This design comes from an exercise in tuning for small area, a short achievable clock period and few clock cycles on the open sky130 flow, not from production work.
Function was checked by simulation only, so behaviour that the tests miss may differ from the original.
Power and IR drop assume default switching activity.

==> design.v <==
module gorilla_enc (
    input  wire        clk,
    input  wire        rst,
    input  wire        in_valid,
    output wire        in_ready,
    input  wire [1:0]  in_op,
    input  wire [31:0] in_ts,
    input  wire [63:0] in_val,
    output wire        out_valid,
    input  wire        out_ready,
    output wire [63:0] out_data,
    output wire        out_last,
    output wire [3:0]  out_nbytes
);
    localparam OP_INIT   = 2'd0;
    localparam OP_PUSH   = 2'd1;
    localparam OP_FINISH = 2'd2;
    localparam B_IDLE  = 2'd0;
    localparam B_FRESH = 2'd1;
    localparam B_MANY  = 2'd2;
    localparam B_DONE  = 2'd3;
    localparam K_NONE   = 2'd0;
    localparam K_INIT   = 2'd1;
    localparam K_PUSH   = 2'd2;
    localparam K_FINISH = 2'd3;
    genvar gi;
    function [31:0] add32;
        input [31:0] a, b;
        input        ci;
        reg   [31:0] g, p, gg, pp;
        integer i, d;
        begin
            g  = a & b;
            p  = a ^ b;
            gg = g;
            pp = p;
            gg[0] = g[0] | (p[0] & ci);
            for (d = 1; d < 32; d = d * 2)
                for (i = 31; i >= d; i = i - 1) begin
                    gg[i] = gg[i] | (pp[i] & gg[i - d]);
                    pp[i] = pp[i] & pp[i - d];
                end
            add32 = p ^ {gg[30:0], ci};
        end
    endfunction
    function [7:0] add8;
        input [7:0] a, b;
        input       ci;
        reg   [7:0] g, p, gg, pp;
        integer i, d;
        begin
            g  = a & b;
            p  = a ^ b;
            gg = g;
            pp = p;
            gg[0] = g[0] | (p[0] & ci);
            for (d = 1; d < 8; d = d * 2)
                for (i = 7; i >= d; i = i - 1) begin
                    gg[i] = gg[i] | (pp[i] & gg[i - d]);
                    pp[i] = pp[i] & pp[i - d];
                end
            add8 = p ^ {gg[6:0], ci};
        end
    endfunction
    function [7:0] add8x4;
        input [7:0] a, b, c, d;
        input       ci;
        reg   [7:0] s1, c1, s2, c2;
        begin
            s1 = a ^ b ^ c;
            c1 = ((a & b) | (a & c) | (b & c)) << 1;
            s2 = s1 ^ c1 ^ d;
            c2 = ((s1 & c1) | (s1 & d) | (c1 & d)) << 1;
            add8x4 = add8(s2, c2, ci);
        end
    endfunction
    reg  rdy;
    reg  s1v, ov, dbl;
    reg  ov_port;           
    wire stall = s1v || (ov && dbl);
    assign in_ready = rdy;
    reg        iv;
    reg [1:0]  iop;
    reg [31:0] its;
    reg [63:0] ival;
    reg [1:0]  bstate;
    reg [63:0] vprev;
    wire       is_open = (bstate == B_FRESH) || (bstate == B_MANY);
    wire       first   = (bstate == B_FRESH);
    wire       go1     = iv && !stall;
    wire       do_init = go1 && (iop == OP_INIT);
    wire       do_push = go1 && (iop == OP_PUSH) && is_open;
    wire       do_fin  = go1 && (iop == OP_FINISH) && is_open;
    always @(posedge clk) begin
        if (rst)
            iv <= 1'b0;
        else if (!stall)
            iv <= in_valid;
        if (!stall) begin
            iop <= in_op;
            its <= in_ts;
            ival <= in_val;
        end
    end
    reg [31:0] tprev;       
    reg [31:0] tpred;       
    wire [31:0] dod      = add32(its, ~tpred, 1'b1);
    wire [31:0] td       = add32(its, ~tprev, 1'b1);
    wire [13:0] td14     = td[13:0];
    wire [31:0] tpred_nx = add32({its[30:0], 1'b0}, ~tprev, 1'b1);
    wire dz   = (its == tpred);
    wire d_c1 = (dod[31:7]  == 25'd0 && (!dod[6]  || dod[5:0]  == 6'd0)) ||
                (&dod[31:6]  && dod[5:0]  != 6'd0);
    wire d_c2 = (dod[31:9]  == 23'd0 && (!dod[8]  || dod[7:0]  == 8'd0)) ||
                (&dod[31:8]  && dod[7:0]  != 8'd0);
    wire d_c3 = (dod[31:12] == 20'd0 && (!dod[11] || dod[10:0] == 11'd0)) ||
                (&dod[31:11] && dod[10:0] != 11'd0);
    wire [4:0] tcls = dz   ? 5'b00001 :
                      d_c1 ? 5'b00010 :
                      d_c2 ? 5'b00100 :
                      d_c3 ? 5'b01000 : 5'b10000;
    wire [63:0] vx = ival ^ vprev;
    wire [7:0]  bnz;        
    wire [2:0]  blz [0:7];  
    wire [2:0]  btz [0:7];  
    generate
        for (gi = 0; gi < 8; gi = gi + 1) begin : g_byte
            wire [7:0] b = vx[8*gi +: 8];
            assign bnz[gi] = |b;
            assign blz[gi] = b[7] ? 3'd0 : b[6] ? 3'd1 : b[5] ? 3'd2 : b[4] ? 3'd3 :
                             b[3] ? 3'd4 : b[2] ? 3'd5 : b[1] ? 3'd6 : 3'd7;
            assign btz[gi] = b[0] ? 3'd0 : b[1] ? 3'd1 : b[2] ? 3'd2 : b[3] ? 3'd3 :
                             b[4] ? 3'd4 : b[5] ? 3'd5 : b[6] ? 3'd6 : 3'd7;
        end
    endgenerate
    wire [7:0] hsel, lsel;
    generate
        for (gi = 0; gi < 8; gi = gi + 1) begin : g_sel
            if (gi == 7) begin : g_top
                assign hsel[gi] = bnz[gi];
            end else begin : g_nt
                assign hsel[gi] = bnz[gi] && !(|bnz[7:gi+1]);
            end
            if (gi == 0) begin : g_bot
                assign lsel[gi] = bnz[gi];
            end else begin : g_nb
                assign lsel[gi] = bnz[gi] && !(|bnz[gi-1:0]);
            end
        end
    endgenerate
    wire       vz = !(|bnz);
    reg  [5:0] lz6, tz6;    
    integer k;
    always @(*) begin
        lz6 = 6'd0;
        tz6 = 6'd0;
        for (k = 0; k < 8; k = k + 1) begin
            lz6 = lz6 | ({6{hsel[k]}} & {3'd7 - k[2:0], blz[k]});
            tz6 = tz6 | ({6{lsel[k]}} & {k[2:0], btz[k]});
        end
    end
    wire [4:0] lz_c6 = lz6[5] ? 5'd31 : lz6[4:0];
    wire [7:0] sig8a = add8x4(8'd64, ~{3'b000, lz_c6}, ~{2'b00, tz6}, 8'd1, 1'b1);
    always @(posedge clk) begin
        if (rst) begin
            bstate <= B_IDLE;
        end else begin
            if (do_init) begin
                bstate <= B_FRESH;
                tprev  <= its;
            end
            if (do_push) begin
                bstate <= B_MANY;
                tprev  <= its;
                tpred  <= tpred_nx;
            end
            if (do_fin)
                bstate <= B_DONE;
        end
        if (do_init)
            vprev <= 64'd0;
        else if (do_push)
            vprev <= ival;
    end
    reg [1:0]  kb;
    reg        fb;          
    reg [4:0]  tcb;
    reg [31:0] db;          
    reg [63:0] xb;
    reg [4:0]  lzb;         
    reg [5:0]  tzb;
    reg [6:0]  sgb;         
    reg        vzb;
    always @(posedge clk) begin
        if (rst)
            kb <= K_NONE;
        else if (!stall)
            kb <= do_init ? K_INIT : do_push ? K_PUSH : do_fin ? K_FINISH : K_NONE;
        if (!stall) begin
            fb  <= first;
            tcb <= tcls;
            db  <= (iop == OP_INIT) ? its : first ? {18'd0, td14} : dod;
            xb  <= (iop == OP_PUSH) ? vx : 64'd0;
            lzb <= lz_c6;
            sgb <= sig8a[6:0];
            tzb <= tz6;
            vzb <= vz;
        end
    end
    reg        win_valid;
    reg [4:0]  win_l;
    reg [5:0]  win_t;
    reg [6:0]  win_len;     
    reg [5:0]  pos;         
    wire kb_init = (kb == K_INIT);
    wire kb_push = (kb == K_PUSH);
    wire kb_fin  = (kb == K_FINISH);
    wire [7:0] l_ge = add8({3'b000, lzb}, ~{3'b000, win_l}, 1'b1);
    wire [7:0] t_ge = add8({2'b00, tzb}, ~{2'b00, win_t}, 1'b1);
    wire reuse = win_valid && !l_ge[7] && !t_ge[7];
    wire [4:0] lz_c = lzb;
    wire [6:0] sig  = sgb;
    wire t_f = fb;
    wire t_0 = !fb && tcb[0];
    wire t_1 = !fb && tcb[1];
    wire t_2 = !fb && tcb[2];
    wire t_3 = !fb && tcb[3];
    wire t_4 = !fb && tcb[4];
    wire v_f = fb;
    wire v_z = !fb && vzb;
    wire v_r = !fb && !vzb && reuse;
    wire v_n = !fb && !vzb && !reuse;
    wire [35:0] ts_rec = ({36{t_f}} & {db[13:0], 22'd0}) |
                         ({36{t_1}} & {2'b10, db[6:0], 27'd0}) |
                         ({36{t_2}} & {3'b110, db[8:0], 24'd0}) |
                         ({36{t_3}} & {4'b1110, db[11:0], 20'd0}) |
                         ({36{t_4}} & {4'b1111, db});
    wire [5:0]  ts_len = ({6{t_f}} & 6'd14) | ({6{t_0}} & 6'd1) | ({6{t_1}} & 6'd9) |
                         ({6{t_2}} & 6'd12) | ({6{t_3}} & 6'd16) | ({6{t_4}} & 6'd36);
    wire [12:0] pf_rec = ({13{v_r}} & {2'b10, 11'd0}) | ({13{v_n}} & {2'b11, lz_c, sig[5:0]});
    wire [48:0] pf_at = ({49{t_0}} & {1'd0,  pf_rec, 35'd0}) |
                        ({49{t_1}} & {9'd0,  pf_rec, 27'd0}) |
                        ({49{t_2}} & {12'd0, pf_rec, 24'd0}) |
                        ({49{t_3}} & {16'd0, pf_rec, 20'd0}) |
                        ({49{t_4}} & {36'd0, pf_rec});
    wire [48:0] hdr_push = {ts_rec, 13'd0} | pf_at;
    wire [7:0] tl = ({8{tcb[0]}} & 8'd1) | ({8{tcb[1]}} & 8'd9) | ({8{tcb[2]}} & 8'd12) |
                    ({8{tcb[3]}} & 8'd16) | ({8{tcb[4]}} & 8'd36);
    wire [7:0] p8 = {2'b00, pos};
    wire [7:0] pt = add8(p8, tl, 1'b0);                
    wire [7:0] vl_r = add8({1'b0, win_len}, 8'd2, 1'b0);
    wire [7:0] vl_n = add8({1'b0, sig}, 8'd13, 1'b0);
    wire [7:0] vd_r = add8(8'd2, ~{3'b000, win_l}, 1'b1);
    wire [7:0] vd_n = add8(8'd13, ~{3'b000, lz_c}, 1'b1);
    wire [7:0] s_z  = add8(pt, 8'd1, 1'b0);
    wire [7:0] s_r  = add8(pt, vl_r, 1'b0);
    wire [7:0] s_n  = add8(pt, vl_n, 1'b0);
    wire [7:0] s_f  = add8(p8, 8'd78, 1'b0);
    wire [7:0] q_r  = add8(pt, 8'd2, 1'b0);
    wire [7:0] q_n  = add8(pt, 8'd13, 1'b0);
    wire [7:0] q_f  = add8(p8, 8'd14, 1'b0);
    wire [7:0] r_r  = add8(pt, vd_r, 1'b0);
    wire [7:0] r_n  = add8(pt, vd_n, 1'b0);
    wire [7:0] sum   = ({8{v_f}} & s_f) | ({8{v_z}} & s_z) | ({8{v_r}} & s_r) | ({8{v_n}} & s_n);
    wire [6:0] q_nx  = ({7{v_f}} & q_f[6:0]) | ({7{v_z}} & s_z[6:0]) |
                       ({7{v_r}} & q_r[6:0]) | ({7{v_n}} & q_n[6:0]);
    wire [5:0] ra_nx = ({6{v_f}} & q_f[5:0]) | ({6{v_r}} & r_r[5:0]) | ({6{v_n}} & r_n[5:0]);
    wire [7:0] fs8   = add8({2'b00, pos}, 8'd44, 1'b0);
    wire       fmore = fs8[6] && (fs8[5:3] != 3'd0);   
    always @(posedge clk) begin
        if (!stall) begin
            if (kb_init) begin
                win_valid <= 1'b0;
                pos       <= 6'd32;
            end
            if (kb_push) begin
                pos <= sum[5:0];
                if (v_n) begin
                    win_valid <= 1'b1;
                    win_l     <= lz_c;
                    win_t     <= tzb;
                    win_len   <= sig;
                end
            end
        end
    end
    reg [1:0]  k2;
    reg [48:0] hdr2;
    reg [63:0] x2;
    reg [5:0]  cnt2;        
    reg [6:0]  q2;          
    reg [5:0]  ra2;         
    reg [1:0]  c2;          
    wire [1:0] c_nx = kb_fin ? (fmore ? 2'd2 : 2'd1) : kb_push ? sum[7:6] : 2'd0;
    always @(posedge clk) begin
        if (rst) begin
            k2 <= K_NONE;
            c2 <= 2'd0;
        end else if (!stall) begin
            k2 <= kb;
            c2 <= c_nx;
        end
        if (!stall) begin
            hdr2 <= kb_init ? {db, 17'd0} :
                    kb_fin  ? {4'hF, 32'hFFFFFFFF, 13'd0} : hdr_push;
            x2   <= xb;
            cnt2 <= pos;
            q2   <= q_nx;
            ra2  <= ra_nx;
        end
    end
    reg [63:0] acc;         
    reg [63:0] o_data, s1_data;
    reg        o_last, s1_last;
    reg [3:0]  o_nb, s1_nb;
    wire k_push = (k2 == K_PUSH);
    wire k_fin  = (k2 == K_FINISH);
    wire k_init = (k2 == K_INIT);
    wire [7:0] fp8 = add8({2'b00, cnt2}, 8'd44, 1'b0);
    wire       l1  = k_fin && !c2[1];     
    wire [3:0] nb1 = fp8[6:3];
    wire [3:0] nb2 = {1'b0, fp8[5:3]};
    function [63:0] rotr64;
        input [63:0] v;
        input [5:0]  r;
        reg   [63:0] t;
        begin
            t = v;
            if (r[0]) t = {t[0],    t[63:1]};
            if (r[1]) t = {t[1:0],  t[63:2]};
            if (r[2]) t = {t[3:0],  t[63:4]};
            if (r[3]) t = {t[7:0],  t[63:8]};
            if (r[4]) t = {t[15:0], t[63:16]};
            if (r[5]) t = {t[31:0], t[63:32]};
            rotr64 = t;
        end
    endfunction
    wire [63:0] h_rot = rotr64({hdr2, 15'd0}, cnt2);
    wire [63:0] p_rot = rotr64(x2, ra2);
    wire [63:0] m_h = {64{1'b1}} >> cnt2;
    wire [63:0] m_p = {64{1'b1}} >> q2[5:0];
    wire [63:0] p_lo = p_rot & m_p;       
    wire [63:0] p_hi = p_rot & ~m_p;      
    wire [63:0] w_f  = acc | (h_rot & m_h) | (q2[6] ? 64'd0 : p_lo);
    wire [63:0] w_f1 = (h_rot & ~m_h) | (q2[6] ? p_lo : p_hi);
    wire [63:0] w_f2 = q2[6] ? p_hi : 64'd0;
    wire emits = (k_push || k_fin);
    wire n1 = !stall && emits && (c2 != 2'd0);
    wire n2 = !stall && emits && c2[1];
    always @(posedge clk) begin
        if (!stall) begin
            if (k_init)
                acc <= {hdr2[48:17], 32'd0};
            else if (k_push)
                acc <= c2[1] ? w_f2 : c2[0] ? w_f1 : w_f;
        end
    end
    wire take = ov && out_ready;
    wire ov_nx  = s1v || (ov && !take) || n1;
    wire s1v_nx = s1v ? !take : (ov && !take) ? n1 : n2;
    wire [1:0] k2_nx  = stall ? k2 : kb;
    wire [1:0] c2_nx  = stall ? c2 : c_nx;
    wire       dbl_nx = (k2_nx == K_PUSH || k2_nx == K_FINISH) && c2_nx[1];
    always @(posedge clk) begin
        if (rst) begin
            ov      <= 1'b0;
            ov_port <= 1'b0;
            s1v     <= 1'b0;
            dbl     <= 1'b0;
            rdy     <= 1'b1;
        end else begin
            ov      <= ov_nx;
            ov_port <= s1v || (ov_port && !out_ready) || n1;
            s1v <= s1v_nx;
            dbl <= dbl_nx;
            rdy <= !(s1v_nx || (ov_nx && dbl_nx));
            if (s1v) begin
                if (take) begin
                    o_data <= s1_data;
                    o_last <= s1_last;
                    o_nb   <= s1_nb;
                end
            end else if (ov && !take) begin
                if (n1) begin
                    s1_data <= w_f;
                    s1_last <= l1;
                    s1_nb   <= nb1;
                end
            end else begin
                o_data <= w_f;
                o_last <= l1;
                o_nb   <= nb1;
                if (n2) begin
                    s1_data <= w_f1;
                    s1_last <= k_fin;
                    s1_nb   <= nb2;
                end
            end
        end
    end
    assign out_valid  = ov_port;
    assign out_data   = o_data;
    assign out_last   = o_last;
    assign out_nbytes = o_nb;
endmodule
==> flow/run.sh <==
#!/bin/bash
set -e
cd "$(dirname "$0")/.."
cp config.mk config.mk.orig
echo "export SETUP_SLACK_MARGIN = 10.7" >> config.mk
echo "export BUFFER_PORTS_ARGS = -buffer_cell sky130_fd_sc_hd__buf_1" >> config.mk
bash standard.sh > standard_flow.log 2>&1
==> standard.sh <==
#!/bin/bash
# synth_recipe.tcl (not shown) runs the flow's synth.tcl, then flattens the netlist and writes it again
# the make line also repeats each setting of config.mk as NAME=value (left out here)
make -C /OpenROAD-flow-scripts/flow DESIGN_CONFIG=/design/flow/config.mk WORK_HOME=/design/flow/orfs CLKGATE_MAP_FILE= SYNTH_SCRIPT=/design/flow/synth_recipe.tcl "${@:-finish}"
==> config.mk <==
export PLATFORM = sky130hd
export DESIGN_NAME = gorilla_enc
export DESIGN_NICKNAME = gorilla_enc
export VERILOG_FILES = /design/flow/design.v
export SDC_FILE = /design/flow/constraint.sdc
export NUM_CORES = 4
export LEC_CHECK = 0
export CAP_MARGIN = 40
export CORE_MARGIN = 2
export CORE_UTILIZATION = 45
export CTS_CLUSTER_DIAMETER = 80
export CTS_CLUSTER_SIZE = 30
export PLACE_DENSITY = 0.8
export SLEW_MARGIN = 40
export SETUP_SLACK_MARGIN = 10.7
export BUFFER_PORTS_ARGS = -buffer_cell sky130_fd_sc_hd__buf_1
==> constraint.sdc <==
create_clock -name core_clock -period 15.0 [get_ports {clk}]
set_input_delay 3.0000 -clock core_clock [delete_from_list [all_inputs] [get_ports {clk}]]
set_output_delay 3.0000 -clock core_clock [all_outputs]
set_load 0.01 [all_outputs]
==> results of run 1 <==
==> worst paths after layout <==
kind              from           to  slack, ns  cells after the start
max          o_data[7]  out_data[7]      10.65                      1
max reg2reg   ival[23]       sgb[5]      10.66                     16
min             xb[49]       x2[49]       0.42                      0
min reg2reg     xb[49]       x2[49]       0.42                      0
==> cell usage after synthesis (all sizes together) (27+ instances only) <==
cell / number / area (um^2)
edfxtp: 642 / 19300
nand2: 561 / 2110
nor2: 435 / 1630
a21oi: 389 / 1950
o21ai: 259 / 1300
clkbuf: 211 / 806
inv: 211 / 792
xnor2: 196 / 1720
mux4: 170 / 3830
ha: 151 / 1890
mux2i: 121 / 1210
mux2: 109 / 1230
nor3: 86 / 430
dfxtp: 78 / 1560
buf: 68 / 312
xor2: 68 / 596
nand3: 49 / 245
nor2b: 45 / 289
nand2b: 37 / 231
a22oi: 35 / 263
a21o: 34 / 257
a31oi: 33 / 206
and2: 33 / 206
o22ai: 33 / 220
a221oi: 31 / 272
and3: 31 / 196
o21bai: 30 / 229
a211oi: 27 / 215
o21a: 27 / 203
==> per-layer routing <==
layer / wire length [um] / part of all wire (%) / up-vias
met4: 8360 / 5.8 / 10
li1: - / - / 16700
met1: 56400 / 39 / 17700
met2: 63200 / 44 / 2349
met5: 69 / 0.048 / -
met3: 16500 / 11 / 430
==> cells by family (layout without fill, tap and decap cells) <==
family	Yosys count	count (layout)	synth area share, %
fa+ha+maj	158	158	4.36
buf+inv	492	541	4.18
compound gates	1115	1115	15.2
other cells	0	1	0
simple gates	1380	1382	13.0
xor+xnor	264	264	4.97
mux	400	400	13.5
flops	720	720	44.8
==> worst register-to-register path, stage by stage (launching register included) <==
cell	delay (ns)
sky130_fd_sc_hd__edfxtp_1	0.42
sky130_fd_sc_hd__xnor2_1	0.35
sky130_fd_sc_hd__nand4_1	0.22
sky130_fd_sc_hd__nor3_2	0.26
sky130_fd_sc_hd__and2_4	0.23
sky130_fd_sc_hd__nand2b_1	0.17
sky130_fd_sc_hd__a211oi_2	0.42
sky130_fd_sc_hd__nor4_4	0.12
sky130_fd_sc_hd__o211a_1	0.15
sky130_fd_sc_hd__ha_1	0.30
sky130_fd_sc_hd__ha_1	0.30
sky130_fd_sc_hd__ha_1	0.32
sky130_fd_sc_hd__a21o_1	0.19
sky130_fd_sc_hd__a21o_1	0.19
sky130_fd_sc_hd__a21o_1	0.19
sky130_fd_sc_hd__a21oi_1	0.17
sky130_fd_sc_hd__xnor2_1	0.08
==> per-stage QoR <==
| step | utilization [%] | power [uW] | setup WS [ns] | area [um^2] |
|---|---|---|---|---|
| final | 49.6 | 5340 | 10.65 | 50700 |
| after CTS | 49.1 | 5280 | 10.62 | 50200 |
| after global placement | 47.3 | 3840 | 9.58 | 48300 |
| after global routing | 49.6 | 5520 | 10.52 | 50700 |
| after floorplan | - | 3420 | 9.47 | 46600 |
| after detailed placement | 47.4 | 3890 | 9.49 | 48400 |
==> power by group through the flow <==
stage | combinational (uW) | clock, uW | sequential (uW)
2_1_floorplan | 993 | 0 | 2430
3_3_place_gp | 1350 | 0 | 2490
3_5_place_dp | 1390 | 0 | 2500
4_1_cts | 1410 | 1420 | 2450
5_1_grt | 1560 | 1490 | 2470
6_report | 1480 | 1400 | 2460
==> timing repair <==
action,CTS,global route
setup endpoints to repair,105,124
gates resized for setup,33,75
gates cloned,1,1
setup buffers,7,16
pin swaps,9,12
==> state kept, by name, indices dropped and copies added (netlist names), 32 cells and up, named ones only <==
signal and cells:
o_data 64, x2 64, vprev 64, tpred 32, hdr2 49, tprev 32
ival 64, xb 64, db 32, acc 64, its 32, s1_data 64
==> area by class of cell <==
cell class	instances	share of cell area, %
multi-input cells	3319	48.1
flip-flops and latches	720	41.1
well taps	1368	3.38
repair buffers	256	2.78
clock buffers	47	2.11
inverters	212	1.60
clock inverters	26	0.943
diodes	1	0.00494
==> results.txt, run 1 <==
Run status: finished clean
Post-synthesis to final-layout area growth: 8.90%
Post-synthesis cell area: 0.0465 mm^2
Detailed Route Iter0 Violations: 5,267
Congestion Overflow GR: 0
Async set-or-reset flop fraction in the synthesized netlist: 0%
Met3 usage in global routing: 5.99%
CTS tree: done
Worst hold slack: 0.421 ns
Clk Latency, worst-skew pair: 0.68 ns
Average cell area after synthesis: 10.3 um^2
Number of global-route vias before repair: 34,300
Critical-path maximum fanout: 1
Clock share of power: 26.3%
CTS clock-pin slew for the worst setup and hold paths: 0.11 ns
Critical path endpoint category: primary output
Sink Count: 720
Peak ir drop on the vdd network: 0.127 mV
# fillers: 9,097
Total vias in the final route: 37,200
Combinational Power Share: 27.7%
Die W: 326 um
Antenna Nets Post-Route: 0
Number of distinct library cells after synthesis: 108
Clk Tree Root Cell: sky130_fd_sc_hd__clkbuf_16
Starting density of the core: 45.5%
Required time of the critical path: 12.00 ns
Detailed-route DRC error count: 0
Unrepaired setup endpoints after global routing: true
Sw Pwr: 1810 uW
Number of flops mapped to enable cells by yosys: 642
Kind of cell adding the most delay to the critical path: flip-flops
Net count after synthesis: 4,789
I/O pin count: 173
Hold Buf Count CTS: 0
Setup-failing EPs final: 0
Worst min-delay path class: reg -> reg
Ratio of cells with drive above 1 in the final layout: 13.1%
Sequential cell area in the final layout: 0.0208 mm^2
Number of synthesis warnings: 1
CTS buffer count: 40
Most frequent cells in the layout: 642 x sky130_fd_sc_hd__edfxtp_1, 556 x sky130_fd_sc_hd__nand2_1, 423 x sky130_fd_sc_hd__nor2_1, 378 x sky130_fd_sc_hd__a21oi_1, 249 x sky130_fd_sc_hd__o21ai_0
GR Util met2: 39.5%
Y dimension of the die: 326 um
Cells after DPL: 5,849
Buffers and inverters on the worst path: 1
Worst Skew: 0.0597 ns
Cell leakage power: 0.0189 uW
Met1 Track Usage GR: 35.9%
Power density of the placed cells: 105 mW/mm^2
Aggregate routed wire length: 145,000 um
CTS H-tree lvls: 2
Detailed-route vias per instance: 6.26
Average detailed-routed wire length per instance: 24.3 um
Cell with the biggest individual delay on the critical path: sky130_fd_sc_hd__edfxtp_1
GR peak layer: met2
Cells along the critical path: clkbuf_2
Most common cell after layout, fill and taps aside: sky130_fd_sc_hd__edfxtp_1
Port Buffers: 172
Cell count after synthesis: 4,529
Final cell count without fillers: 5,949
Count of TritonRoute iterations in the first routing pass: 9
Total area of multi-input combinational cells: 0.0244 mm^2
First-pass GRT wire length: 215,000 um
Maximum cell stage delay along the critical path: 0.49 ns
Category of the critical setup timing path: reg -> out
Final count of hold timing violations: 0
Setup Total Neg Slack: 0 ns
Number of antenna violations at the first check in global routing: 11
Int Pwr: 3530 uW
Final HPWL DP: 103,000 um
Synthesized flop and latch total: 720
Maximum number of pins on one net before global-route repair: 179
Worst slew margin: 36.7%
Peak Freq: 0.230 GHz
Sequential-to-total area share from yosys stat: 44.8%
Period utilization: 29.0%
Net count reported at finish: 4,809
Post-route minimum period: 4.35 ns
Arrival time reported for the critical path endpoint: 1.35 ns
Switch share: 34.0%
Site row count: 117
GR Util All Layers: 26.3%
Area of the die: 0.106 mm^2
Reported max-cap violation count: 0
Share of power burned in registers: 46.0%
Core Area: 0.102 mm^2
Count of final max-slew check failures: 0
Maximum number of buffers from clock root to sink: 3
Ys flop type: sky130_fd_sc_hd__edfxtp_1
Critical path startpoint category: flip-flop
Routability-driven placement congestion ratio: 1.06
Worst Tran Pin Value: 0.949 ns
Testbench counts, summed over its fixed seeds: cycles 16,346.
==> inputs of run 2 (changes only) <==
--- a/design.v
+++ b/design.v
@@ -75,9 +75,9 @@
         end
     endfunction
     reg  rdy;
-    reg  s1v, ov, dbl;
-    reg  ov_port;           
-    wire stall = s1v || (ov && dbl);
+    reg  s1v, ov, one, dbl;    
+    reg  ov_port;              
+    wire stall = (s1v && one) || (ov && dbl);
     assign in_ready = rdy;
     reg        iv;
     reg [1:0]  iop;
@@ -199,14 +199,23 @@
         if (!stall) begin
             fb  <= first;
             tcb <= tcls;
-            db  <= (iop == OP_INIT) ? its : first ? {18'd0, td14} : dod;
-            xb  <= (iop == OP_PUSH) ? vx : 64'd0;
             lzb <= lz_c6;
             sgb <= sig8a[6:0];
             tzb <= tz6;
             vzb <= vz;
         end
     end
+    wire go_i = !stall && (iop == OP_INIT);
+    wire go_f = !stall && (iop != OP_INIT) && first;
+    wire go_d = !stall && (iop != OP_INIT) && !first;
+    wire go_x = !stall && (iop == OP_PUSH);
+    wire [31:0] db_nx = ({32{stall}} & db) | ({32{go_i}} & its) |
+                        ({32{go_f}} & {18'd0, td14}) | ({32{go_d}} & dod);
+    wire [63:0] xb_nx = ({64{stall}} & xb) | ({64{go_x}} & vx);
+    always @(posedge clk) begin
+        db <= db_nx;
+        xb <= xb_nx;
+    end
     reg        win_valid;
     reg [4:0]  win_l;
     reg [5:0]  win_t;
@@ -301,14 +310,19 @@
             c2 <= c_nx;
         end
         if (!stall) begin
-            hdr2 <= kb_init ? {db, 17'd0} :
-                    kb_fin  ? {4'hF, 32'hFFFFFFFF, 13'd0} : hdr_push;
             x2   <= xb;
             cnt2 <= pos;
             q2   <= q_nx;
             ra2  <= ra_nx;
         end
     end
+    wire h_i = !stall && kb_init;
+    wire h_f = !stall && kb_fin;
+    wire h_p = !stall && !kb_init && !kb_fin;
+    wire [48:0] hdr2_nx = ({49{stall}} & hdr2) | ({49{h_i}} & {db, 17'd0}) |
+                          ({49{h_f}} & {4'hF, 32'hFFFFFFFF, 13'd0}) | ({49{h_p}} & hdr_push);
+    always @(posedge clk)
+        hdr2 <= hdr2_nx;
     reg [63:0] acc;         
     reg [63:0] o_data, s1_data;
     reg        o_last, s1_last;
@@ -347,57 +361,60 @@
     wire emits = (k_push || k_fin);
     wire n1 = !stall && emits && (c2 != 2'd0);
     wire n2 = !stall && emits && c2[1];
-    always @(posedge clk) begin
-        if (!stall) begin
-            if (k_init)
-                acc <= {hdr2[48:17], 32'd0};
-            else if (k_push)
-                acc <= c2[1] ? w_f2 : c2[0] ? w_f1 : w_f;
-        end
-    end
+    wire a_go   = !stall && (k_init || k_push);
+    wire a_init = a_go && k_init;
+    wire a_f    = a_go && !k_init && (c2 == 2'd0);
+    wire a_f1   = a_go && !k_init && (c2 == 2'd1);
+    wire a_f2   = a_go && !k_init && c2[1];
+    wire [63:0] acc_nx = ({64{!a_go}} & acc) | ({64{a_init}} & {hdr2[48:17], 32'd0}) |
+                         ({64{a_f}} & w_f) | ({64{a_f1}} & w_f1) | ({64{a_f2}} & w_f2);
+    always @(posedge clk)
+        acc <= acc_nx;
     wire take = ov && out_ready;
     wire ov_nx  = s1v || (ov && !take) || n1;
     wire s1v_nx = s1v ? !take : (ov && !take) ? n1 : n2;
     wire [1:0] k2_nx  = stall ? k2 : kb;
     wire [1:0] c2_nx  = stall ? c2 : c_nx;
-    wire       dbl_nx = (k2_nx == K_PUSH || k2_nx == K_FINISH) && c2_nx[1];
+    wire       emit_nx = (k2_nx == K_PUSH || k2_nx == K_FINISH);
+    wire       one_nx = emit_nx && (c2_nx != 2'd0);
+    wire       dbl_nx = emit_nx && c2_nx[1];
     always @(posedge clk) begin
         if (rst) begin
             ov      <= 1'b0;
             ov_port <= 1'b0;
             s1v     <= 1'b0;
+            one     <= 1'b0;
             dbl     <= 1'b0;
             rdy     <= 1'b1;
         end else begin
             ov      <= ov_nx;
             ov_port <= s1v || (ov_port && !out_ready) || n1;
             s1v <= s1v_nx;
+            one <= one_nx;
             dbl <= dbl_nx;
-            rdy <= !(s1v_nx || (ov_nx && dbl_nx));
-            if (s1v) begin
-                if (take) begin
-                    o_data <= s1_data;
-                    o_last <= s1_last;
-                    o_nb   <= s1_nb;
-                end
-            end else if (ov && !take) begin
-                if (n1) begin
-                    s1_data <= w_f;
-                    s1_last <= l1;
-                    s1_nb   <= nb1;
-                end
-            end else begin
-                o_data <= w_f;
-                o_last <= l1;
-                o_nb   <= nb1;
-                if (n2) begin
-                    s1_data <= w_f1;
-                    s1_last <= k_fin;
-                    s1_nb   <= nb2;
-                end
-            end
+            rdy <= !((s1v_nx && one_nx) || (ov_nx && dbl_nx));
         end
     end
+    wire        o_hold = ov && !out_ready;
+    wire        o_sp   = !o_hold && s1v;
+    wire        o_pk   = !o_hold && !s1v;
+    wire [63:0] o_data_nx = ({64{o_hold}} & o_data) | ({64{o_sp}} & s1_data) | ({64{o_pk}} & w_f);
+    wire        o_last_nx = (o_hold & o_last) | (o_sp & s1_last) | (o_pk & l1);
+    wire [3:0]  o_nb_nx   = ({4{o_hold}} & o_nb) | ({4{o_sp}} & s1_nb) | ({4{o_pk}} & nb1);
+    wire        sp_f  = !s1v && o_hold && n1;
+    wire        sp_f1  = !s1v && !o_hold && n2;
+    wire        sp_hld = !sp_f && !sp_f1;
+    wire [63:0] s1_data_nx = ({64{sp_hld}} & s1_data) | ({64{sp_f}} & w_f) | ({64{sp_f1}} & w_f1);
+    wire        s1_last_nx = (sp_hld & s1_last) | (sp_f & l1) | (sp_f1 & k_fin);
+    wire [3:0]  s1_nb_nx   = ({4{sp_hld}} & s1_nb) | ({4{sp_f}} & nb1) | ({4{sp_f1}} & nb2);
+    always @(posedge clk) begin
+        s1_data <= s1_data_nx;
+        s1_last <= s1_last_nx;
+        s1_nb   <= s1_nb_nx;
+        o_data <= o_data_nx;
+        o_last <= o_last_nx;
+        o_nb   <= o_nb_nx;
+    end
     assign out_valid  = ov_port;
     assign out_data   = o_data;
     assign out_last   = o_last;
==> flow/run.sh (replaced) <==
#!/bin/bash
set -e
cd "$(dirname "$0")/.."
cp config.mk config.mk.orig
echo "export SETUP_SLACK_MARGIN = 10.75" >> config.mk
echo "export BUFFER_PORTS_ARGS = -buffer_cell sky130_fd_sc_hd__buf_1" >> config.mk
bash standard.sh > standard_flow.log 2>&1
--- a/config.mk
+++ b/config.mk
@@ -12,5 +12,5 @@
 export CTS_CLUSTER_SIZE = 30
 export PLACE_DENSITY = 0.8
 export SLEW_MARGIN = 40
-export SETUP_SLACK_MARGIN = 10.7
+export SETUP_SLACK_MARGIN = 10.75
 export BUFFER_PORTS_ARGS = -buffer_cell sky130_fd_sc_hd__buf_1
==> results.txt, run 2 <==
Reported max-cap violation count: 0 (unchanged)
Final count of hold timing violations: 0 (unchanged)
Run status: finished clean (unchanged)
Average detailed-routed wire length per instance: 24.5 um (was 24.3 um)
Final HPWL DP: 110,000 um (was 103,000 um)
Peak Freq: 0.237 GHz (was 0.230 GHz)
Critical-path maximum fanout: 3 (was 1)
CTS clock-pin slew for the worst setup and hold paths: 0.11 ns (about the same)
Count of final max-slew check failures: 0 (unchanged)
Most common cell in the synthesized netlist: sky130_fd_sc_hd__nand2_1 (was sky130_fd_sc_hd__edfxtp_1)
Y dimension of the die: 319 um (was 326 um)
Period utilization: 28.1% (was 29.0%)
Site row count: 115 (was 117)
Required time of the critical path: 15.38 ns (was 12.00 ns)
Critical path endpoint category: flip-flop (was primary output)
Worst slew margin: 36.3% (was 36.7%)
Number of distinct library cells after synthesis: 99 (was 108)
GR Util All Layers: 28.8% (was 26.3%)
Port Buffers: 172 (unchanged)
Net count after synthesis: 5,183 (was 4,789)
CTS H-tree lvls: 2 (unchanged)
Cell count after synthesis: 4,923 (was 4,529)
Maximum number of buffers from clock root to sink: 3 (unchanged)
Layout Cell Area excl Fill: 0.0488 mm^2 (was 0.0507 mm^2)
Reg-to-reg critical path startpoint: ival[0] (was ival[23])
Top cell types by occurrence after synthesis: 758 x sky130_fd_sc_hd__nand2_1, 426 x sky130_fd_sc_hd__dfxtp_1, 404 x sky130_fd_sc_hd__a21oi_1, 381 x sky130_fd_sc_hd__nor2_1, 374 x sky130_fd_sc_hd__o21ai_0 (was 642 x sky130_fd_sc_hd__edfxtp_1, 559 x sky130_fd_sc_hd__nand2_1, 435 x sky130_fd_sc_hd__nor2_1, 388 x sky130_fd_sc_hd__a21oi_1, 256 x sky130_fd_sc_hd__o21ai_0)
Net count reported at finish: 5,186 (was 4,809)
Arrival time reported for the critical path endpoint: 4.59 ns (was 1.35 ns)
Count of TritonRoute iterations in the first routing pass: 9 (unchanged)
Top cells by area, synth: sky130_fd_sc_hd__edfxtp_1 20%, sky130_fd_sc_hd__dfxtp_1 19%, sky130_fd_sc_hd__mux4_2 7.9% (was sky130_fd_sc_hd__edfxtp_1 41%, sky130_fd_sc_hd__mux4_2 8.2%, sky130_fd_sc_hd__nand2_1 4.5%)
Maximum cell stage delay along the critical path: 0.45 ns (was 0.49 ns)
Post-synthesis to final-layout area growth: 9.39% (was 8.90%)
Sink Count: 721 (was 720)
R2r endpoint: sgb[5] (unchanged)
# fillers: 8,918 (was 9,097)
Fraction of synthesized cell area taken by the top area cell type: 19.9% (was 41.4%)
Antenna Nets Post-Route: 0 (unchanged)
Category of the critical setup timing path: reg -> reg (was reg -> out)
Detailed-route DRC error count: 0 (unchanged)
Worst Tran Pin Value: 0.946 ns (was 0.949 ns)
Number of antenna violations at the first check in global routing: 3 (was 11)
Beginning of the worst hold path: xb[12] (was xb[49])
I/O pin count: 173 (unchanged)
Setup-failing EPs final: 0 (unchanged)
Peak ir drop on the vdd network: 0.0745 mV (was 0.127 mV)
Power density of the placed cells: 115 mW/mm^2 (was 105 mW/mm^2)
Unrepaired setup endpoints after global routing: true (unchanged)
Slack of the worst reg-to-reg path: 10.79 ns (was 10.66 ns)
CTS buffer count: 41 (was 40)
Async set-or-reset flop fraction in the synthesized netlist: 0% (unchanged)
Die W: 319 um (was 326 um)
Cell leakage power: 0.0188 uW (was 0.0189 uW)
Most common cell after layout, fill and taps aside: sky130_fd_sc_hd__nand2_1 (was sky130_fd_sc_hd__edfxtp_1)
Area of the die: 0.102 mm^2 (was 0.106 mm^2)
Min-Delay Path Depth: 0 (unchanged)
Synthesized flop and latch total: 721 (was 720)
Clk Tree Root Cell: sky130_fd_sc_hd__clkbuf_16 (unchanged)
CTS tree: done (unchanged)
Critical path startpoint category: flip-flop (unchanged)
Core Area: 0.0983 mm^2 (was 0.102 mm^2)
Cell with the biggest individual delay on the critical path: sky130_fd_sc_hd__edfxtp_1 (unchanged)
Setup Total Neg Slack: 0 ns (unchanged)
Most frequent cells in the layout: 756 x sky130_fd_sc_hd__nand2_1, 425 x sky130_fd_sc_hd__dfxtp_1, 394 x sky130_fd_sc_hd__a21oi_1, 376 x sky130_fd_sc_hd__nor2_1, 364 x sky130_fd_sc_hd__o21ai_0 (was 642 x sky130_fd_sc_hd__edfxtp_1, 556 x sky130_fd_sc_hd__nand2_1, 423 x sky130_fd_sc_hd__nor2_1, 378 x sky130_fd_sc_hd__a21oi_1, 249 x sky130_fd_sc_hd__o21ai_0)
Number of synthesis warnings: 1 (unchanged)
Average cell area after synthesis: 9.06 um^2 (was 10.3 um^2)
Cell area reported after detailed placement: 0.0463 mm^2 (was 0.0484 mm^2)
First-pass GRT wire length: 227,000 um (was 215,000 um)
Reg2Reg Depth: 17 (was 16)
Cells along the critical path: xnor2_2 > and2_4 > nand3_4 > or3_4 > nor2b_4 > nand3_1 > a211oi_2 > nor3_2 > and3_4 > ha_4 > ha_4 > ha_4 > a21o_1 > a21o_1 > a21o_1 > a21oi_2 > xnor2_1 (was clkbuf_2)
Sequential-to-total area share from yosys stat: 39.0% (was 44.8%)
Ys flop type: sky130_fd_sc_hd__dfxtp_1 (was sky130_fd_sc_hd__edfxtp_1)
Maximum number of pins on one net before global-route repair: 103 (was 179)
Ratio of cells with drive above 1 in the final layout: 10.6% (was 13.1%)
Cell accounting for the most synthesized area: sky130_fd_sc_hd__edfxtp_1 (unchanged)
Worst min-delay path class: reg -> reg (unchanged)
End of the worst hold path: x2[12] (was x2[49])
Congestion Overflow GR: 0 (unchanged)
Total vias in the final route: 39,700 (was 37,200)
Detailed-route vias per instance: 6.35 (was 6.26)
Clk Latency, worst-skew pair: 0.65 ns (was 0.68 ns)
Post-route minimum period: 4.21 ns (was 4.35 ns)
Number of flops mapped to enable cells by yosys: 295 (was 642)
Detailed Route Iter0 Violations: 5,271 (was 5,267)
Starting density of the core: 45.4% (was 45.5%)
Routability-driven placement congestion ratio: 1.05 (was 1.06)
Worst Skew: 0.0441 ns (was 0.0597 ns)
Aggregate routed wire length: 153,000 um (was 145,000 um)
Number of global-route vias before repair: 36,300 (was 34,300)
Antenna cells: 0 (was 1)
Post-synthesis cell area: 0.0446 mm^2 (was 0.0465 mm^2)
## run 2: cell count changes after synthesis, sizes merged, moves of 26 or more
cell | previous run | this run
mux2i | 121 | 172
o221ai | 15 | 41
nand3 | 49 | 76
a222oi | 0 | 48
nor2 | 435 | 381
o21ai | 259 | 395
dfxtp | 78 | 426
edfxtp | 642 | 295
nand2 | 561 | 761
clkbuf | 211 | 253
a221o | 17 | 53
mux2 | 109 | 16
## run 2: timing repair
item / CTS / global route
hold buffers: 0 / 0
gates resized for setup: 50 / 72
hold endpoints to repair: 0 / 0
pin swaps: 6 / 32
gates cloned: 0 / 1
setup buffers: 12 / 32
endpoints found under the setup margin: 80 / 46
## run 2: logic make-up after synthesis
family / share of synthesized area (%)
multiplexers: 12.2
flip-flops: 39.0
adder cells (fa/ha/maj): 4.55
AND/OR/NAND/NOR: 15.0
AO/OA/AOI/OAI: 19.5
buffers and inverters: 4.85
XOR/XNOR: 4.98
## run 2: worst max path at each step
stage | start | to | slack, ns | cells past startpoint
after floorplan | out_ready | s1_data[33] | 10.46 | 8
after global placement | out_ready | s1_data[4] | 9.78 | 6
after detailed placement | out_ready | s1_data[44] | 9.73 | 8
after CTS | ival[0] | sgb[5] | 10.72 | 19
after global routing | ival[13] | sgb[6] | 10.59 | 18
final | ival[0] | sgb[5] | 10.79 | 17
## run 2: cell type report
cell class / count / area (um^2) / area share (%)
multi-input combinational: 3651 / 25800 / 52.9
sequential: 721 / 17400 / 35.6
timing repair buffer: 289 / 1640 / 3.36
tap: 1287 / 1610 / 3.30
clock buffer: 49 / 1100 / 2.25
inverter: 222 / 843 / 1.73
clock inverter: 26 / 425 / 0.872
## run 2: worst max-delay path, delay by kind of cell (launching register included)
family                   cells  cell delay [ns]
AO/OA/AOI/OAI                5             1.07
adder cells (fa/ha/maj)      3             0.70
flip-flops                   1             0.45
XOR/XNOR                     2             0.33
AND/OR/NAND/NOR              7             1.37
## run 2: per-layer routing
| metal | share of wire, % | routed length, um | vias to the layer above | GRT usage, % |
|---|---|---|---|---|
| met5 | 0.020 | 30 | - | 0 |
| met4 | 5.7 | 8650 | 6 | 14.0 |
| met3 | 10 | 15600 | 414 | 5.64 |
| met2 | 44 | 66800 | 2283 | 43.7 |
| met1 | 40 | 62000 | 19000 | 39.5 |
| li1 | - | - | 18000 | - |
## run 2: power by group
part	switching, uW	leakage, uW	internal (uW)	total (uW)
Sequential	222	0.00661	2270	2490
Combinational	1060	0.0115	685	1750
Clock	790	0.000729	586	1380
Total	2070	0.0188	3540	5620
## run 2: through the flow
| stage | power, uW | util [%] | std cells | setup WS, ns | hold slack (ns) |
|---|---|---|---|---|---|
| 2_1_floorplan | 3580 | - | 4923 | 10.46 | 0.408 |
| 3_3_place_gp | 4130 | 47.0 | 6120 | 9.78 | 0.412 |
| 3_5_place_dp | 4160 | 47.1 | 6125 | 9.73 | 0.415 |
| 4_1_cts | 5530 | 49.0 | 6212 | 10.72 | 0.425 |
| 5_1_grt | 5840 | 49.7 | 6245 | 10.59 | 0.426 |
| 6_report | 5620 | 49.7 | 6245 | 10.79 | 0.426 |
Testbench counts of run 2, summed over its fixed seeds: cycles 16,225.
==> inputs of run 3 (changes only) <==
--- a/design.v
+++ b/design.v
@@ -115,10 +115,7 @@
                 (&dod[31:8]  && dod[7:0]  != 8'd0);
     wire d_c3 = (dod[31:12] == 20'd0 && (!dod[11] || dod[10:0] == 11'd0)) ||
                 (&dod[31:11] && dod[10:0] != 11'd0);
-    wire [4:0] tcls = dz   ? 5'b00001 :
-                      d_c1 ? 5'b00010 :
-                      d_c2 ? 5'b00100 :
-                      d_c3 ? 5'b01000 : 5'b10000;
+    wire [3:0] tcls = {d_c3, d_c2, d_c1, dz};
     wire [63:0] vx = ival ^ vprev;
     wire [7:0]  bnz;        
     wire [2:0]  blz [0:7];  
@@ -160,7 +157,6 @@
         end
     end
     wire [4:0] lz_c6 = lz6[5] ? 5'd31 : lz6[4:0];
-    wire [7:0] sig8a = add8x4(8'd64, ~{3'b000, lz_c6}, ~{2'b00, tz6}, 8'd1, 1'b1);
     always @(posedge clk) begin
         if (rst) begin
             bstate <= B_IDLE;
@@ -184,12 +180,11 @@
     end
     reg [1:0]  kb;
     reg        fb;          
-    reg [4:0]  tcb;
+    reg [3:0]  tcr;         
     reg [31:0] db;          
     reg [63:0] xb;
     reg [4:0]  lzb;         
     reg [5:0]  tzb;
-    reg [6:0]  sgb;         
     reg        vzb;
     always @(posedge clk) begin
         if (rst)
@@ -198,9 +193,8 @@
             kb <= do_init ? K_INIT : do_push ? K_PUSH : do_fin ? K_FINISH : K_NONE;
         if (!stall) begin
             fb  <= first;
-            tcb <= tcls;
+            tcr <= tcls;
             lzb <= lz_c6;
-            sgb <= sig8a[6:0];
             tzb <= tz6;
             vzb <= vz;
         end
@@ -228,8 +222,13 @@
     wire [7:0] t_ge = add8({2'b00, tzb}, ~{2'b00, win_t}, 1'b1);
     wire reuse = win_valid && !l_ge[7] && !t_ge[7];
     wire [4:0] lz_c = lzb;
-    wire [6:0] sig  = sgb;
+    wire [7:0] sig8 = add8x4(8'd64, ~{3'b000, lzb}, ~{2'b00, tzb}, 8'd1, 1'b1);
+    wire [6:0] sig  = sig8[6:0];
     wire t_f = fb;
+    wire [4:0] tcb = tcr[0] ? 5'b00001 :
+                     tcr[1] ? 5'b00010 :
+                     tcr[2] ? 5'b00100 :
+                     tcr[3] ? 5'b01000 : 5'b10000;
     wire t_0 = !fb && tcb[0];
     wire t_1 = !fb && tcb[1];
     wire t_2 = !fb && tcb[2];
@@ -258,7 +257,7 @@
     wire [7:0] p8 = {2'b00, pos};
     wire [7:0] pt = add8(p8, tl, 1'b0);                
     wire [7:0] vl_r = add8({1'b0, win_len}, 8'd2, 1'b0);
-    wire [7:0] vl_n = add8({1'b0, sig}, 8'd13, 1'b0);
+    wire [7:0] vl_n = add8x4(8'd77, ~{3'b000, lzb}, ~{2'b00, tzb}, 8'd1, 1'b1);
     wire [7:0] vd_r = add8(8'd2, ~{3'b000, win_l}, 1'b1);
     wire [7:0] vd_n = add8(8'd13, ~{3'b000, lz_c}, 1'b1);
     wire [7:0] s_z  = add8(pt, 8'd1, 1'b0);
==> results.txt, run 3 <==
CTS H-tree lvls: 2 (unchanged)
Number of global-route vias before repair: 36,100 (was 36,300)
Maximum number of pins on one net before global-route repair: 113 (was 103)
R2r endpoint: rdy (was sgb[5])
Fraction of synthesized cell area in xor and xnor cells: 4.84% (was 4.98%)
Period utilization: 28.3% (was 28.1%)
Power density of the placed cells: 115 mW/mm^2 (about the same)
Category of the critical setup timing path: reg -> out (was reg -> reg)
Combinational Power Share: 30.7% (was 31.1%)
Post-synthesis to final-layout area growth: 9.50% (was 9.39%)
Maximum cell stage delay along the critical path: 0.36 ns (was 0.45 ns)
Sw Pwr: 2070 uW (about the same)
Fraction of synthesized cell area taken by the top area cell type: 19.4% (was 19.9%)
Post-synthesis share of cell area spent on full adders, half adders and majority gates: 4.92% (was 4.55%)
CTS buffer count: 42 (was 41)
Beginning of the worst hold path: xb[14] (was xb[12])
Area of the die: 0.101 mm^2 (was 0.102 mm^2)
Antenna cells: 0 (unchanged)
Aggregate routed wire length: 157,000 um (was 153,000 um)
Reported max-cap violation count: 0 (unchanged)
Clk Tree Root Cell: sky130_fd_sc_hd__clkbuf_16 (unchanged)
Worst min-delay path class: reg -> reg (unchanged)
Min-Delay Path Depth: 0 (unchanged)
Basic-gate share of the synthesized area counting and, or, nand and nor cells: 14.9% (was 15.0%)
Critical-path maximum fanout: 2 (was 3)
I/O pin count: 173 (unchanged)
End of the worst hold path: x2[14] (was x2[12])
Synthesized flop and latch total: 713 (was 721)
Cell with the biggest individual delay on the critical path: sky130_fd_sc_hd__dfxtp_1 (was sky130_fd_sc_hd__edfxtp_1)
Average cell area after synthesis: 9.08 um^2 (was 9.06 um^2)
Peak Freq: 0.236 GHz (was 0.237 GHz)
Final Total Pwr: 5560 uW (was 5620 uW)
Arrival time reported for the critical path endpoint: 1.24 ns (was 4.59 ns)
Int Pwr: 3490 uW (was 3540 uW)
Buffers and inverters on the worst path: 1 (was 0)
Share of power burned in registers: 43.6% (was 44.4%)
Post-synthesis cell area: 0.0443 mm^2 (was 0.0446 mm^2)
Routability-driven placement congestion ratio: 1.07 (was 1.05)
Worst hold slack: 0.429 ns (was 0.426 ns)
Cell accounting for the most synthesized area: sky130_fd_sc_hd__edfxtp_1 (unchanged)
Top cells by area, synth: sky130_fd_sc_hd__edfxtp_1 19%, sky130_fd_sc_hd__dfxtp_1 19%, sky130_fd_sc_hd__mux4_2 7.9% (was sky130_fd_sc_hd__edfxtp_1 20%, sky130_fd_sc_hd__dfxtp_1 19%, sky130_fd_sc_hd__mux4_2 7.9%)
Most frequent cells in the layout: 727 x sky130_fd_sc_hd__nand2_1, 420 x sky130_fd_sc_hd__dfxtp_1, 395 x sky130_fd_sc_hd__nor2_1, 386 x sky130_fd_sc_hd__a21oi_1, 346 x sky130_fd_sc_hd__o21ai_0 (was 756 x sky130_fd_sc_hd__nand2_1, 425 x sky130_fd_sc_hd__dfxtp_1, 394 x sky130_fd_sc_hd__a21oi_1, 376 x sky130_fd_sc_hd__nor2_1, 364 x sky130_fd_sc_hd__o21ai_0)
Ys flop type: sky130_fd_sc_hd__dfxtp_1 (unchanged)
Setup-failing EPs final: 0 (unchanged)
Reg-to-reg critical path startpoint: lzb[2] (was ival[0])
Async set-or-reset flop fraction in the synthesized netlist: 0% (unchanged)
Worst Tran Pin Value: 0.950 ns (was 0.946 ns)
Reg2Reg Depth: 21 (was 17)
Cells after DPL: 6,104 (was 6,125)
Clock share of power: 25.7% (was 24.5%)
Number of antenna violations at the first check in global routing: 2 (was 3)
CTS tree: done (unchanged)
Critical path endpoint category: primary output (was flip-flop)
Cells along the critical path: buf_1 (was xnor2_2 > and2_4 > nand3_4 > or3_4 > nor2b_4 > nand3_1 > a211oi_2 > nor3_2 > and3_4 > ha_4 > ha_4 > ha_4 > a21o_1 > a21o_1 > a21o_1 > a21oi_2 > xnor2_1)
Number of distinct library cells after synthesis: 86 (was 99)
Critical path startpoint category: flip-flop (unchanged)
Core Area: 0.0980 mm^2 (was 0.0983 mm^2)
Average detailed-routed wire length per instance: 25.3 um (was 24.5 um)
Number of logic stages on the critical path including buffering: 1 (was 17)
Most common cell after layout, fill and taps aside: sky130_fd_sc_hd__nand2_1 (unchanged)
Combinational family with the most area after synthesis: compound AO/OA/AOI/OAI gates (unchanged)
Congestion Overflow GR: 0 (unchanged)
Net count reported at finish: 5,164 (was 5,186)
Cell leakage power: 0.0193 uW (was 0.0188 uW)
Peak ir drop on the vdd network: 0.104 mV (was 0.0745 mV)
Maximum number of buffers from clock root to sink: 3 (unchanged)
Slack of the worst reg-to-reg path: 10.78 ns (was 10.79 ns)
Sequential-to-total area share from yosys stat: 38.7% (was 39.0%)
Final cell count without fillers: 6,213 (was 6,245)
Unrepaired setup endpoints after global routing: true (unchanged)
Post-route minimum period: 4.24 ns (was 4.21 ns)
Total vias in the final route: 39,700 (about the same)
Fraction of the mapped netlist area in compound gates: 19.8% (was 19.5%)
Starting density of the core: 45.2% (was 45.4%)
Setup Total Neg Slack: 0 ns (unchanged)
Utilization of the core after routing: 49.5% (was 49.7%)
Worst slew margin: 35.8% (was 36.3%)
Most common cell in the synthesized netlist: sky130_fd_sc_hd__nand2_1 (unchanged)
Site row count: 115 (unchanged)
CTS clock-pin slew for the worst setup and hold paths: 0.11 ns (about the same)
Detailed-route DRC error count: 0 (unchanged)
Detailed-route vias per instance: 6.39 (was 6.35)
Clk Latency, worst-skew pair: 0.69 ns (was 0.65 ns)
Final count of hold timing violations: 0 (unchanged)
Die W: 318 um (was 319 um)
Sink Count: 713 (was 721)
Antenna Nets Post-Route: 0 (unchanged)
Switch share: 37.2% (was 36.9%)
Number of synthesis warnings: 1 (unchanged)
First-pass GRT wire length: 232,000 um (was 227,000 um)
GR Util All Layers: 29.8% (was 28.8%)
Kind of cell adding the most delay to the critical path: flip-flops (was simple AND/OR/NAND/NOR gates)
Net count after synthesis: 5,154 (was 5,183)
Y dimension of the die: 318 um (was 319 um)
Required time of the critical path: 12.00 ns (was 15.38 ns)
Top cell types by occurrence after synthesis: 729 x sky130_fd_sc_hd__nand2_1, 426 x sky130_fd_sc_hd__dfxtp_1, 402 x sky130_fd_sc_hd__nor2_1, 395 x sky130_fd_sc_hd__a21oi_1, 357 x sky130_fd_sc_hd__o21ai_0 (was 758 x sky130_fd_sc_hd__nand2_1, 426 x sky130_fd_sc_hd__dfxtp_1, 404 x sky130_fd_sc_hd__a21oi_1, 381 x sky130_fd_sc_hd__nor2_1, 374 x sky130_fd_sc_hd__o21ai_0)
Count of TritonRoute iterations in the first routing pass: 8 (was 9)
Count of final max-slew check failures: 0 (unchanged)
Cell count after synthesis: 4,882 (was 4,923)
Port Buffers: 172 (unchanged)
Mux contribution to synthesized area: 12.4% (was 12.2%)
Worst Skew: 0.0374 ns (was 0.0441 ns)
Final HPWL DP: 116,000 um (was 110,000 um)
Number of flops mapped to enable cells by yosys: 287 (was 295)
Ratio of cells with drive above 1 in the final layout: 10.0% (was 10.6%)
Detailed Route Iter0 Violations: 5,838 (was 5,271)
Hold Buf Count CTS: 0 (unchanged)
Run status: finished clean (unchanged)
==> run 3: cell types whose count changed after synthesis, moves of 17 or more <==
cell,delta
sky130_fd_sc_hd__nand2_1,-29
sky130_fd_sc_hd__nor2_1,+21
sky130_fd_sc_hd__a22oi_1,-18
sky130_fd_sc_hd__inv_1,-20
sky130_fd_sc_hd__o21ai_0,-17
sky130_fd_sc_hd__xnor2_1,-18
sky130_fd_sc_hd__nor3_1,-27
==> run 3: logic make-up after synthesis <==
kind of cell,count (synthesis)
flip-flops,713
buffers and inverters,516
AO/OA/AOI/OAI,1353
adder cells (fa/ha/maj),170
XOR/XNOR,245
multiplexers,352
AND/OR/NAND/NOR,1533
==> run 3: area by class of cell <==
cell class | count | area, um^2
fill | 8898 | 49400
multi-input combinational | 3653 | 25700
sequential | 713 | 17200
timing repair buffer | 279 | 1650
tap | 1287 | 1610
clock buffer | 48 | 1070
inverter | 203 | 777
clock inverter | 30 | 582
==> run 3: per-stage QoR <==
stage	area, um^2	setup WS (ns)
finish	48500	10.76
global placement	46100	9.74
global route	48500	10.54
detailed placement	46200	9.77
CTS	48100	10.75
floorplan	44400	10.56
==> run 3: power groups by stage <==
stage	combinational (uW)	sequential, uW	clock, uW
after detailed placement	1610	2460	0
final	1700	2420	1430
after global placement	1580	2450	0
after CTS	1630	2410	1450
after global routing	1800	2440	1520
after floorplan	1050	2410	0
==> run 3: how the worst max path moves through the flow <==
stage / from / to
2_1_floorplan: out_ready / s1_data[30]
3_3_place_gp: out_ready / s1_data[60]
3_5_place_dp: out_ready / s1_data[62]
5_1_grt: lzb[2] / rdy
4_1_cts: o_nb[3] / out_nbytes[3]
6_report: o_nb[3] / out_nbytes[3]
==> run 3: layer usage <==
layer	track usage, %	wire [um]	vias up
li1	-	-	18000
met4	15.4	9830	2
met2	45.5	68600	2284
met1	40.4	63400	19000
met3	5.20	15200	434
met5	0	12	-
==> run 3: repair_timing <==
item | CTS | global route
gates cloned | 0 | 2
setup endpoints to repair | 98 | 32
resized for setup | 52 | 43
setup buffers | 9 | 20
pin swaps | 1 | 23
Testbench counts of run 3, summed over its fixed seeds: cycles 16,225.
==> inputs of run 4 (changes only) <==
--- a/design.v
+++ b/design.v
@@ -96,11 +96,10 @@
             iv <= 1'b0;
         else if (!stall)
             iv <= in_valid;
-        if (!stall) begin
+        if (!stall)
             iop <= in_op;
-            its <= in_ts;
-            ival <= in_val;
-        end
+        its  <= ({32{stall}} & its)  | ({32{!stall}} & in_ts);
+        ival <= ({64{stall}} & ival) | ({64{!stall}} & in_val);
     end
     reg [31:0] tprev;       
     reg [31:0] tpred;       
@@ -191,13 +190,11 @@
             kb <= K_NONE;
         else if (!stall)
             kb <= do_init ? K_INIT : do_push ? K_PUSH : do_fin ? K_FINISH : K_NONE;
-        if (!stall) begin
-            fb  <= first;
-            tcr <= tcls;
-            lzb <= lz_c6;
-            tzb <= tz6;
-            vzb <= vz;
-        end
+        fb  <= (stall & fb)          | (!stall & first);
+        tcr <= ({4{stall}} & tcr)    | ({4{!stall}} & tcls);
+        lzb <= ({5{stall}} & lzb)    | ({5{!stall}} & lz_c6);
+        tzb <= ({6{stall}} & tzb)    | ({6{!stall}} & tz6);
+        vzb <= (stall & vzb)         | (!stall & vz);
     end
     wire go_i = !stall && (iop == OP_INIT);
     wire go_f = !stall && (iop != OP_INIT) && first;
@@ -308,12 +305,12 @@
             k2 <= kb;
             c2 <= c_nx;
         end
-        if (!stall) begin
-            x2   <= xb;
-            cnt2 <= pos;
-            q2   <= q_nx;
-            ra2  <= ra_nx;
-        end
+        x2   <= ({64{stall}} & x2)   | ({64{!stall}} & xb);
+        cnt2 <= ({6{stall}} & cnt2)  | ({6{!stall}} & pos);
+        q2   <= ({7{stall}} & q2)    | ({7{!stall && v_f}} & q_f[6:0]) | ({7{!stall && v_z}} & s_z[6:0]) |
+                ({7{!stall && v_r}} & q_r[6:0]) | ({7{!stall && v_n}} & q_n[6:0]);
+        ra2  <= ({6{stall}} & ra2)   | ({6{!stall && v_f}} & q_f[5:0]) |
+                ({6{!stall && v_r}} & r_r[5:0]) | ({6{!stall && v_n}} & r_n[5:0]);
     end
     wire h_i = !stall && kb_init;
     wire h_f = !stall && kb_fin;
==> results.txt, run 4 <==
Run status: finished clean (unchanged)
Detailed Route Iter0 Violations: 5,532 (was 5,838)
Total vias in the final route: 38,700 (was 39,700)
Combinational family with the most area after synthesis: compound AO/OA/AOI/OAI gates (unchanged)
Switch share: 36.2% (was 37.2%)
Y dimension of the die: 318 um (about the same)
Critical path startpoint category: flip-flop (unchanged)
Total area of multi-input combinational cells: 0.0256 mm^2 (was 0.0257 mm^2)
Sequential cell area in the final layout: 0.0171 mm^2 (was 0.0172 mm^2)
Category of the critical setup timing path: reg -> out (unchanged)
Most common cell in the synthesized netlist: sky130_fd_sc_hd__nand2_1 (unchanged)
Int Pwr: 3480 uW (was 3490 uW)
Congestion Overflow GR: 0 (unchanged)
Starting density of the core: 45.3% (was 45.2%)
Critical path endpoint category: primary output (unchanged)
Fraction of the mapped netlist area in compound gates: 20.2% (was 19.8%)
Share of power burned in registers: 44.5% (was 43.6%)
Kind of cell adding the most delay to the critical path: flip-flops (unchanged)
Clk Tree Root Cell: sky130_fd_sc_hd__clkbuf_16 (unchanged)
Final HPWL DP: 109,000 um (was 116,000 um)
Cells along the critical path: buf_1 (unchanged)
Net count after synthesis: 5,055 (was 5,154)
Final count of hold timing violations: 0 (unchanged)
Slack of the worst reg-to-reg path: 10.90 ns (was 10.78 ns)
Aggregate routed wire length: 147,000 um (was 157,000 um)
Sink Count: 713 (unchanged)
Count of final max-slew check failures: 0 (unchanged)
Cell with the biggest individual delay on the critical path: sky130_fd_sc_hd__dfxtp_1 (unchanged)
Mux contribution to synthesized area: 13.4% (was 12.4%)
Site row count: 115 (unchanged)
CTS buffer count: 42 (unchanged)
Top cells by area, synth: sky130_fd_sc_hd__dfxtp_1 20%, sky130_fd_sc_hd__edfxtp_1 19%, sky130_fd_sc_hd__mux4_2 8.8% (was sky130_fd_sc_hd__edfxtp_1 19%, sky130_fd_sc_hd__dfxtp_1 19%, sky130_fd_sc_hd__mux4_2 7.9%)
Ys flop type: sky130_fd_sc_hd__dfxtp_1 (unchanged)
Worst Skew: 0.0539 ns (was 0.0374 ns)
# fillers: 9,004 (was 8,898)
Number of synthesis warnings: 1 (unchanged)
Cell count after synthesis: 4,786 (was 4,882)
Count of TritonRoute iterations in the first routing pass: 9 (was 8)
Beginning of the worst hold path: xb[52] (was xb[14])
Number of global-route vias before repair: 35,900 (was 36,100)
Sw Pwr: 1980 uW (was 2070 uW)
Core Area: 0.0981 mm^2 (was 0.0980 mm^2)
Die W: 318 um (about the same)
Post-route minimum period: 4.22 ns (was 4.24 ns)
Average detailed-routed wire length per instance: 24.2 um (was 25.3 um)
CTS tree: done (unchanged)
Critical-path maximum fanout: 2 (unchanged)
Setup Total Neg Slack: 0 ns (unchanged)
Clk Latency, worst-skew pair: 0.70 ns (was 0.69 ns)
Number of distinct library cells after synthesis: 91 (was 86)
Async set-or-reset flop fraction in the synthesized netlist: 0% (unchanged)
Number of antenna violations at the first check in global routing: 2 (unchanged)
Arrival time reported for the critical path endpoint: 1.22 ns (was 1.24 ns)
Final cell count without fillers: 6,090 (was 6,213)
R2r endpoint: rdy (unchanged)
Maximum cell stage delay along the critical path: 0.38 ns (was 0.36 ns)
Area of the die: 0.101 mm^2 (about the same)
Required time of the critical path: 12.00 ns (about the same)
CTS H-tree lvls: 2 (unchanged)
Sequential-to-total area share from yosys stat: 38.3% (was 38.7%)
Fraction of synthesized cell area in xor and xnor cells: 5.06% (was 4.84%)
Unrepaired setup endpoints after global routing: true (unchanged)
Top cell types by occurrence after synthesis: 610 x sky130_fd_sc_hd__nand2_1, 439 x sky130_fd_sc_hd__dfxtp_1, 370 x sky130_fd_sc_hd__a21oi_1, 360 x sky130_fd_sc_hd__o21ai_0, 340 x sky130_fd_sc_hd__nor2_1 (was 729 x sky130_fd_sc_hd__nand2_1, 426 x sky130_fd_sc_hd__dfxtp_1, 402 x sky130_fd_sc_hd__nor2_1, 395 x sky130_fd_sc_hd__a21oi_1, 357 x sky130_fd_sc_hd__o21ai_0)
Reported max-cap violation count: 0 (unchanged)
Routability-driven placement congestion ratio: 1.06 (was 1.07)
Number of flops mapped to enable cells by yosys: 274 (was 287)
Combinational Power Share: 29.9% (was 30.7%)
Worst Tran Pin Value: 0.978 ns (was 0.950 ns)
Average cell area after synthesis: 9.29 um^2 (was 9.08 um^2)
Ratio of cells with drive above 1 in the final layout: 11.7% (was 10.0%)
Synthesized flop and latch total: 713 (unchanged)
Port Buffers: 172 (unchanged)
Post-synthesis share of cell area spent on full adders, half adders and majority gates: 4.86% (was 4.92%)
Peak ir drop on the vdd network: 0.104 mV (about the same)
Fraction of synthesized cell area taken by the top area cell type: 19.8% (was 19.4%)
Clock share of power: 25.7% (about the same)
Min-Delay Path Depth: 0 (unchanged)
Cell accounting for the most synthesized area: sky130_fd_sc_hd__dfxtp_1 (was sky130_fd_sc_hd__edfxtp_1)
Worst min-delay path class: reg -> reg (unchanged)
Most common cell after layout, fill and taps aside: sky130_fd_sc_hd__nand2_1 (unchanged)
Antenna Nets Post-Route: 0 (unchanged)
Maximum number of pins on one net before global-route repair: 97 (was 113)
GR Util All Layers: 28.0% (was 29.8%)
Power density of the placed cells: 113 mW/mm^2 (was 115 mW/mm^2)
Setup-failing EPs final: 0 (unchanged)
Reg2Reg Depth: 18 (was 21)
Basic-gate share of the synthesized area counting and, or, nand and nor cells: 13.4% (was 14.9%)
Buffers and inverters on the worst path: 1 (unchanged)
First-pass GRT wire length: 222,000 um (was 232,000 um)
Worst slew margin: 34.4% (was 35.8%)
Cell leakage power: 0.0185 uW (was 0.0193 uW)
Post-synthesis cell area: 0.0444 mm^2 (was 0.0443 mm^2)
Net count reported at finish: 5,038 (was 5,164)
Cells after DPL: 5,993 (was 6,104)
Maximum number of buffers from clock root to sink: 3 (unchanged)
Detailed-route vias per instance: 6.36 (was 6.39)
Post-synthesis to final-layout area growth: 8.45% (was 9.50%)
Detailed-route DRC error count: 0 (unchanged)
CTS clock-pin slew for the worst setup and hold paths: 0.10 ns (was 0.11 ns)
Period utilization: 28.1% (was 28.3%)
I/O pin count: 173 (unchanged)
Most frequent cells in the layout: 607 x sky130_fd_sc_hd__nand2_1, 418 x sky130_fd_sc_hd__dfxtp_1, 365 x sky130_fd_sc_hd__a21oi_1, 358 x sky130_fd_sc_hd__o21ai_0, 336 x sky130_fd_sc_hd__nor2_1 (was 727 x sky130_fd_sc_hd__nand2_1, 420 x sky130_fd_sc_hd__dfxtp_1, 395 x sky130_fd_sc_hd__nor2_1, 386 x sky130_fd_sc_hd__a21oi_1, 346 x sky130_fd_sc_hd__o21ai_0)
Peak Freq: 0.237 GHz (was 0.236 GHz)
## run 4: changes by cell type after synthesis, sizes merged, moves of 16 or more
cell / delta
a21oi: -28
a221o: +25
inv: +16
mux2: +51
mux2i: -51
mux4: +17
nand2: -119
nor2: -62
nor3: +25
o21ai: +65
## run 4: area by class of cell
| class | count | area share [%] |
|---|---|---|
| Clock inverter | 28 | 1.01 |
| Timing Repair Buffer | 257 | 3.11 |
| Clock buffer | 49 | 2.28 |
| Tap cell | 1287 | 3.34 |
| Inverter | 217 | 1.73 |
| Multi-Input combinational cell | 3538 | 53.1 |
| Sequential cell | 713 | 35.4 |
| Antenna cell | 1 | 0.00519 |
## run 4: logic make-up after synthesis
logic type      count (synthesis)
mux                           369
simple gates                 1360
fa+ha+maj                     169
compound gates               1383
flops                         713
xor+xnor                      257
buf+inv                       535
## run 4: how the worst max path moves through the flow
stage                     startpoint      endpoint  slack [ns]  cells past startpoint
after global placement     out_ready    s1_data[5]        9.53                      7
after floorplan                  rst      tprev[0]       10.48                      2
final                     o_data[36]  out_data[36]       10.78                      1
after CTS                  flip-flop           rdy       10.67                     18
after global routing       flip-flop           rdy       10.71                     18
after detailed placement   out_ready   s1_data[25]        9.77                      8
## run 4: stage by stage
step	setup WS, ns	power (uW)	utilization (%)	instance area, um^2	hold WS (ns)
after global placement	9.53	3970	46.9	46000	0.414
final	10.78	5460	49.1	48200	0.438
after global routing	10.71	5670	49.1	48200	0.445
after detailed placement	9.77	4010	47.1	46200	0.413
after CTS	10.67	5410	48.8	47900	0.435
after floorplan	10.48	3470	-	44500	0.408
## run 4: power groups by stage
| stage | clock [uW] | combinational, uW | sequential (uW) |
|---|---|---|---|
| 6_report | 1400 | 1630 | 2430 |
| 3_5_place_dp | 0 | 1550 | 2460 |
| 5_1_grt | 1490 | 1730 | 2450 |
| 4_1_cts | 1420 | 1570 | 2420 |
| 3_3_place_gp | 0 | 1510 | 2460 |
| 2_1_floorplan | 0 | 1060 | 2410 |
## run 4: routing by layer
layer	vias to the layer above	track usage [%]	share of wire [%]
li1	17700	-	-
met4	0	14.3	6.1
met5	-	0	0
met2	2126	43.0	44
met3	402	5.42	9.9
met1	18500	37.7	40
## run 4: what timing repair did
item,CTS,global route
setup buffers,3,12
gates resized for setup,44,44
pin swaps,0,7
cloned,0,2
hold buffers,0,0
setup endpoints to repair,98,86
Testbench counts of run 4, summed over its fixed seeds: cycles 16,225.
